This design comes from an exercise in tuning for small area, a short achievable clock period and few clock cycles on the open sky130 flow, not from production work.
Function was checked by simulation only, so behaviour that the tests miss may differ from the original.
Power figures rest on the tool's default switching activity, not on a simulated workload.

== run A ==
// batbot_codec
module batbot_codec (
    input  wire       clk,
    input  wire       rst,           
    input  wire       rx_valid,
    input  wire [7:0] rx_data,
    input  wire       rx_last,
    output wire       rx_ready,
    output wire       tx_valid,
    output wire [7:0] tx_data,
    output wire       tx_last,
    input  wire       tx_ready,
    input  wire [3:0] enc_a,
    input  wire [3:0] enc_b
);
clock: 10.0 ns
lec_check: 0
cap_margin: 20
core_margin: 2
core_utilization: 58
cts_buf_list: sky130_fd_sc_hd__clkbuf_16
cts_cluster_diameter: 60
cts_cluster_size: 22
place_density: 0.72
slew_margin: 20
standard.sh (not shown) runs the stock make flow with config.mk's settings and CLKGATE_MAP_FILE= SYNTH_SCRIPT=/design/flow/synth_recipe.tcl, a recipe that flattens the netlist after the stock synthesis.
==> flow/flow/run.sh <==
#!/bin/bash
# The standard layout, with two changes to how it is made:
#  - the port buffers are buf_4 cells
#  - repair_timing aims for more setup slack than the standard flow does
set -euo pipefail
bash standard.sh \
  "BUFFER_PORTS_ARGS=-buffer_cell sky130_fd_sc_hd__buf_4" \
  SETUP_SLACK_MARGIN=${MARGIN:-6.85} \
  finish > standard.log 2>&1
Run A reached the end of the flow, and the finished layout is clean on the timing, DRC and antenna checks.
Testbench counts of run A, summed over its fixed seeds: cycles 17,791.
Edits applied to the flow inputs when going from run A to run B:
diff --git a/flow/flow/run.sh b/flow/flow/run.sh
--- a/flow/flow/run.sh
+++ b/flow/flow/run.sh
@@ -7,3 +7,3 @@
   "BUFFER_PORTS_ARGS=-buffer_cell sky130_fd_sc_hd__buf_4" \
-  SETUP_SLACK_MARGIN=${MARGIN:-6.85} \
+  SETUP_SLACK_MARGIN=${MARGIN:-7.0} \
   finish > standard.log 2>&1
diff --git a/flow/config.mk b/flow/config.mk
--- a/flow/config.mk
+++ b/flow/config.mk
@@ -9,3 +9,3 @@
 export CORE_MARGIN = 2
-export CORE_UTILIZATION = 58
+export CORE_UTILIZATION = 65
 export CTS_BUF_LIST = sky130_fd_sc_hd__clkbuf_16
@@ -13,3 +13,3 @@
 export CTS_CLUSTER_SIZE = 22
-export PLACE_DENSITY = 0.72
+export PLACE_DENSITY = 0.8
 export SLEW_MARGIN = 20
Notes after the runs:
Run B went all the way through synthesis, placement and routing and the layout is clean on timing, DRC and antenna.
Run A → run B: length of routed met2 wiring saw an increase; post-route total power went up by about 4%; area overhead of the layout relative to synthesis up 2.5 points; share of the clock period used by the worst path fell 0.35 points.
Between run A and run B, met3 layer usage reported by global route is lower for run A, run B comes in above that.
Summary of run B over run A: clock network fraction of total power lower; via count higher.
Max global router's overall resource usage across run A and run B: run B
Comparing run A and run B, setup slack is higher on run B.
Run B vs run A, instance count: run B lower
The inputs of run C differ from those of run B as listed below.
diff --git a/flow/flow/run.sh b/flow/flow/run.sh
--- a/flow/flow/run.sh
+++ b/flow/flow/run.sh
@@ -7,3 +7,3 @@
   "BUFFER_PORTS_ARGS=-buffer_cell sky130_fd_sc_hd__buf_4" \
-  SETUP_SLACK_MARGIN=${MARGIN:-7.0} \
+  SETUP_SLACK_MARGIN=${MARGIN:-6.85} \
   finish > standard.log 2>&1
diff --git a/flow/config.mk b/flow/config.mk
--- a/flow/config.mk
+++ b/flow/config.mk
@@ -9,7 +9,7 @@
 export CORE_MARGIN = 2
-export CORE_UTILIZATION = 65
-export CTS_BUF_LIST = sky130_fd_sc_hd__clkbuf_16
-export CTS_CLUSTER_DIAMETER = 60
-export CTS_CLUSTER_SIZE = 22
-export PLACE_DENSITY = 0.8
+export CORE_UTILIZATION = 25
+export CTS_BUF_LIST = sky130_fd_sc_hd__clkbuf_8
+export CTS_CLUSTER_DIAMETER = 50
+export CTS_CLUSTER_SIZE = 16
+export PLACE_DENSITY = 0.5
 export SLEW_MARGIN = 20
Notes after the runs:
Between run B and run C, met2 capacity usage during global routing decreased. In summary, run C completed successfully, with a layout that passed the timing, DRC and antenna checks. Relative to run B, final cell count has increased by 856 in run C. Run C — switching power about 9% lower, run B as reference.
#### Input delta (run D over run C)
diff --git a/flow/config.mk b/flow/config.mk
--- a/flow/config.mk
+++ b/flow/config.mk
@@ -9,7 +9,7 @@
 export CORE_MARGIN = 2
-export CORE_UTILIZATION = 25
-export CTS_BUF_LIST = sky130_fd_sc_hd__clkbuf_8
-export CTS_CLUSTER_DIAMETER = 50
-export CTS_CLUSTER_SIZE = 16
-export PLACE_DENSITY = 0.5
+export CORE_UTILIZATION = 50
+export CTS_BUF_LIST = sky130_fd_sc_hd__clkbuf_16
+export CTS_CLUSTER_DIAMETER = 110
+export CTS_CLUSTER_SIZE = 32
+export PLACE_DENSITY = 0.65
 export SLEW_MARGIN = 20
Findings:
Run D has completed all stages; timing, DRC and antenna checks passed. On hold slack, run D does better than run C. Run C reports its critical path startpoint as tx_data_r[2] while run D reports tx_data_r[0]. Delta (run D minus run C): die outline area went down by about 50%; routing usage on met3 went up by 0.41 points; number of nets in the finished design dropped 35.

==> separate check: timing with driven ports <==
No port has a modelled driver above. Below, the same layouts with a new extraction and two added sets of constraints.
Step 1 (the two cells are an assumption about what drives the block):
set clk [get_ports {clk}]
set_driving_cell -lib_cell sky130_fd_sc_hd__clkbuf_16 $clk
set_driving_cell -lib_cell sky130_fd_sc_hd__buf_2 [delete_from_list [all_inputs] $clk]
Step 2, shift: input delay + t, output delay - t, t = (earliest + latest rising clock arrival at the registers) / 2. This alone moves slack from input paths to output paths.
Three values: ideal, step 1, step 2; two values: the first two.
run	t (ns)	setup WS [ns]	hold WS [ns]	latest minus earliest clock arrival (ns)	worst register clock-pin slew, ns
run A	0.635	6.798 / 6.740 / 6.230	0.471 / 0.471 / 0.471	0.050 / 0.050	0.09 / 0.09
run B	0.638	6.833 / 6.778 / 6.235	0.475 / 0.475 / 0.475	0.031 / 0.030	0.09 / 0.09
run C	0.760	6.612 / 6.552 / 6.188	0.457 / 0.457 / 0.457	0.070 / 0.071	0.11 / 0.11
run D	0.627	6.805 / 6.746 / 6.298	0.471 / 0.471 / 0.471	0.023 / 0.023	0.12 / 0.12
After both steps every run listed still meets setup and hold. For run B, which loses most, drivers alone change the setup slack by -0.055 ns; drivers and shift together by -0.598 ns.
